From an optimization exercise on the open Yosys and OpenROAD flow, aimed at small area; shortcuts taken in it are not production practice. Only simulation tests tie the RTL to the original design; equivalence was not proved. Power is estimated from default activity; no workload was simulated.

## v6
// sio_engine
module sio_engine (
    input  wire        clk,
    input  wire        rst,
    input  wire        rx_valid,
    input  wire        rx_err,
    input  wire [15:0] rx_word,
    output wire        rx_ready,
    output wire        tx_valid,
    output wire [7:0]  tx_byte,
    input  wire        tx_ready,
    output wire        div_valid,
    output wire [15:0] div_value,
    input  wire        mnt_valid,
    input  wire [3:0]  mnt_unit,
    input  wire        mnt_mount,
    input  wire        mnt_fixed,
    input  wire [1:0]  mnt_ssize,
    input  wire        mnt_ro,
    input  wire        mnt_first_valid,
    input  wire        mnt_blk512,
    input  wire [15:0] mnt_scount,
    input  wire [31:0] mnt_base,
    input  wire [31:0] mnt_len,
    output wire        idle,
    output wire        mem_req,
    output wire        mem_we,
    output wire [3:0]  mem_store,
    output wire [31:0] mem_addr,
    output wire [7:0]  mem_wdata,
  ...
Settings: LEC_CHECK=0, CAP_MARGIN=20, CORE_MARGIN=2, CORE_UTILIZATION=40, PLACE_DENSITY=0.6, SLEW_MARGIN=20; clock period 12.0 ns.
standard.sh (not shown) runs the stock make flow with config.mk's settings and CLKGATE_MAP_FILE= SYNTH_SCRIPT=/design/flow/synth_recipe.tcl, a recipe that flattens the netlist after the stock synthesis.
==> flow/flow/run.sh <==
#!/bin/bash
# Own layout flow: the standard ORFS flow (standard.sh: the standard
# synthesis unchanged, floorplan, power grid, tap cells, placement, CTS,
# routing, finish) with two settings changed through the environment:
#  - the port buffers that global placement inserts are the smallest plain
#    buffer (sky130_fd_sc_hd__buf_1) instead of the cell buffer_ports picks
#    by default; every input and output port still gets its own buffer;
#  - clock tree synthesis clusters up to 30 sinks within 60 um per leaf
#    buffer and inserts no dummy loads, so the tree needs fewer buffers.
# The make output goes to standard_flow.log; ORFS keeps each tool's own log
# under orfs/logs.
set -euo pipefail
cd "$(dirname "$0")/.."
export BUFFER_PORTS_ARGS="-buffer_cell sky130_fd_sc_hd__buf_1"
export CTS_ARGS="-sink_clustering_enable -repair_clock_nets -dont_use_dummy_load -sink_clustering_size 30 -sink_clustering_max_diameter 60"
bash ./standard.sh > standard_flow.log 2>&1
Edits applied to the flow inputs when going from v6 to v7:
-- flow/flow/run.sh --
<<< v6, line 2
# Own layout flow: the standard ORFS flow (standard.sh: the standard
# synthesis unchanged, floorplan, power grid, tap cells, placement, CTS,
# routing, finish) with two settings changed through the environment:
>>> v7, line 2
# Own layout flow: the standard ORFS flow (standard.sh) with three
# changes made through the environment, nothing else:
#  - synthesis maps the combinational logic with an area-oriented ABC script
#    (flow/abc_map.script in place of ORFS's abc_speed.script).  The rest of
#    the synthesis is the standard one (same Yosys passes, flip-flop mapping,
#    flattening and renaming), so the registers are the standard synthesis's;
<<< v6, line 6
#    buffer (sky130_fd_sc_hd__buf_1) instead of the cell buffer_ports picks
#    by default; every input and output port still gets its own buffer;
>>> v7, line 9
#    buffer (sky130_fd_sc_hd__buf_1); every input and output port still gets
#    its own buffer;
<<< v6, line 14
>>> v7, line 17
rm -rf orfs_scripts
cp -r "$FLOW_HOME/scripts" orfs_scripts
cp flow/abc_map.script orfs_scripts/abc_speed.script
export SCRIPTS_DIR="$PWD/orfs_scripts"
==> flow/flow/abc_map.script (new file) <==
&get -n
&st
&synch2
&nf -a
&st
&dch
&nf -a
&st
&dch
&nf -a
&put
topo
stime -c
[summary]
Both conditions hold for v7: the flow ran to the end and the final layout passed the timing, DRC and antenna checks. Relative to v6, fraction of power spent switching nets has decreased by 4.8 points in v7. Changes observed in v7 relative to v6: first-pass GRT wire length shrank by about 3%, register bit count reported by yosys now sits at about the same level, total power density per cell area down about 30%, wire length on met1 shrank by about 6%, sequential share of layout area +1.3 points. Clock power share: v7 vs v6 up 9.3 points. As of v7, routed wire length had fallen slightly compared to v6. Density: v7 denser than v6. Sort v6 and v7 by share of total power in combinational logic, ascending, and v7 comes first.

---

== oak ==
sio_engine, a different RTL version from the one above (not shown whole).
For scale: ~3100 cells after synthesis, roughly 1100 flip-flops, ~220 I/O pins.
Settings: LEC_CHECK=0, CAP_MARGIN=20, CORE_MARGIN=2, CORE_UTILIZATION=40, CTS_BUF_LIST=sky130_fd_sc_hd__clkbuf_4, PLACE_DENSITY=0.6, SLEW_MARGIN=20; clock period 12.0 ns.
run.sh (not shown) runs the stock make flow with config.mk's settings and CLKGATE_MAP_FILE= SYNTH_SCRIPT=/design/flow/synth_recipe.tcl, a recipe that flattens the netlist after the stock synthesis.
Stock flow here: none of the scripts above is used.
oak was carried through to the last stage, and its layout satisfied the timing, DRC and antenna checks.
Relative to oak, the following input files were edited for pine:
Settings: CTS_BUF_LIST now sky130_fd_sc_hd__clkbuf_8, was sky130_fd_sc_hd__clkbuf_4.
--- outcome ---
Wire: pine routes less than oak
~same total power in oak and pine
There was hardly any difference in utilization after layout between oak and pine.
Taking oak as the reference point, the clock-buffer cell count of pine falls by 215.

## port drivers added, routing unchanged
No port has a modelled driver above. Below, the same layouts with a new extraction and two added sets of constraints.
Step 1: set_driving_cell puts a clkbuf_16 on clk and a buf_2 on each other input, an assumption about the parent block.
Step 2 adds t to the input delays and takes it off the output delays; t is the mean of the earliest and latest rising clock arrival at the registers after step 1. Input paths then give back, and output paths get back, about the clock's delay inside the block.
Slacks: ideal / step 1 / step 2; pairs: ideal / step 1.
run | t, ns | slack for setup (ns) | worst hold slack (ns)
v6 | 0.694 | 3.764 / 3.764 / 3.764 | 0.275 / 0.275 / 0.275
v7 | 0.690 | 4.748 / 4.793 / 4.103 | 0.267 / 0.267 / 0.267
oak | 1.129 | 4.499 / 4.473 / 4.473 | 0.214 / 0.214 / 0.214
pine | 0.867 | 4.511 / 4.485 / 4.485 | 0.282 / 0.282 / 0.282
After both steps every run listed still meets setup and hold. For v7, which loses most, drivers alone change the setup slack by +0.045 ns; drivers and shift together by -0.645 ns.
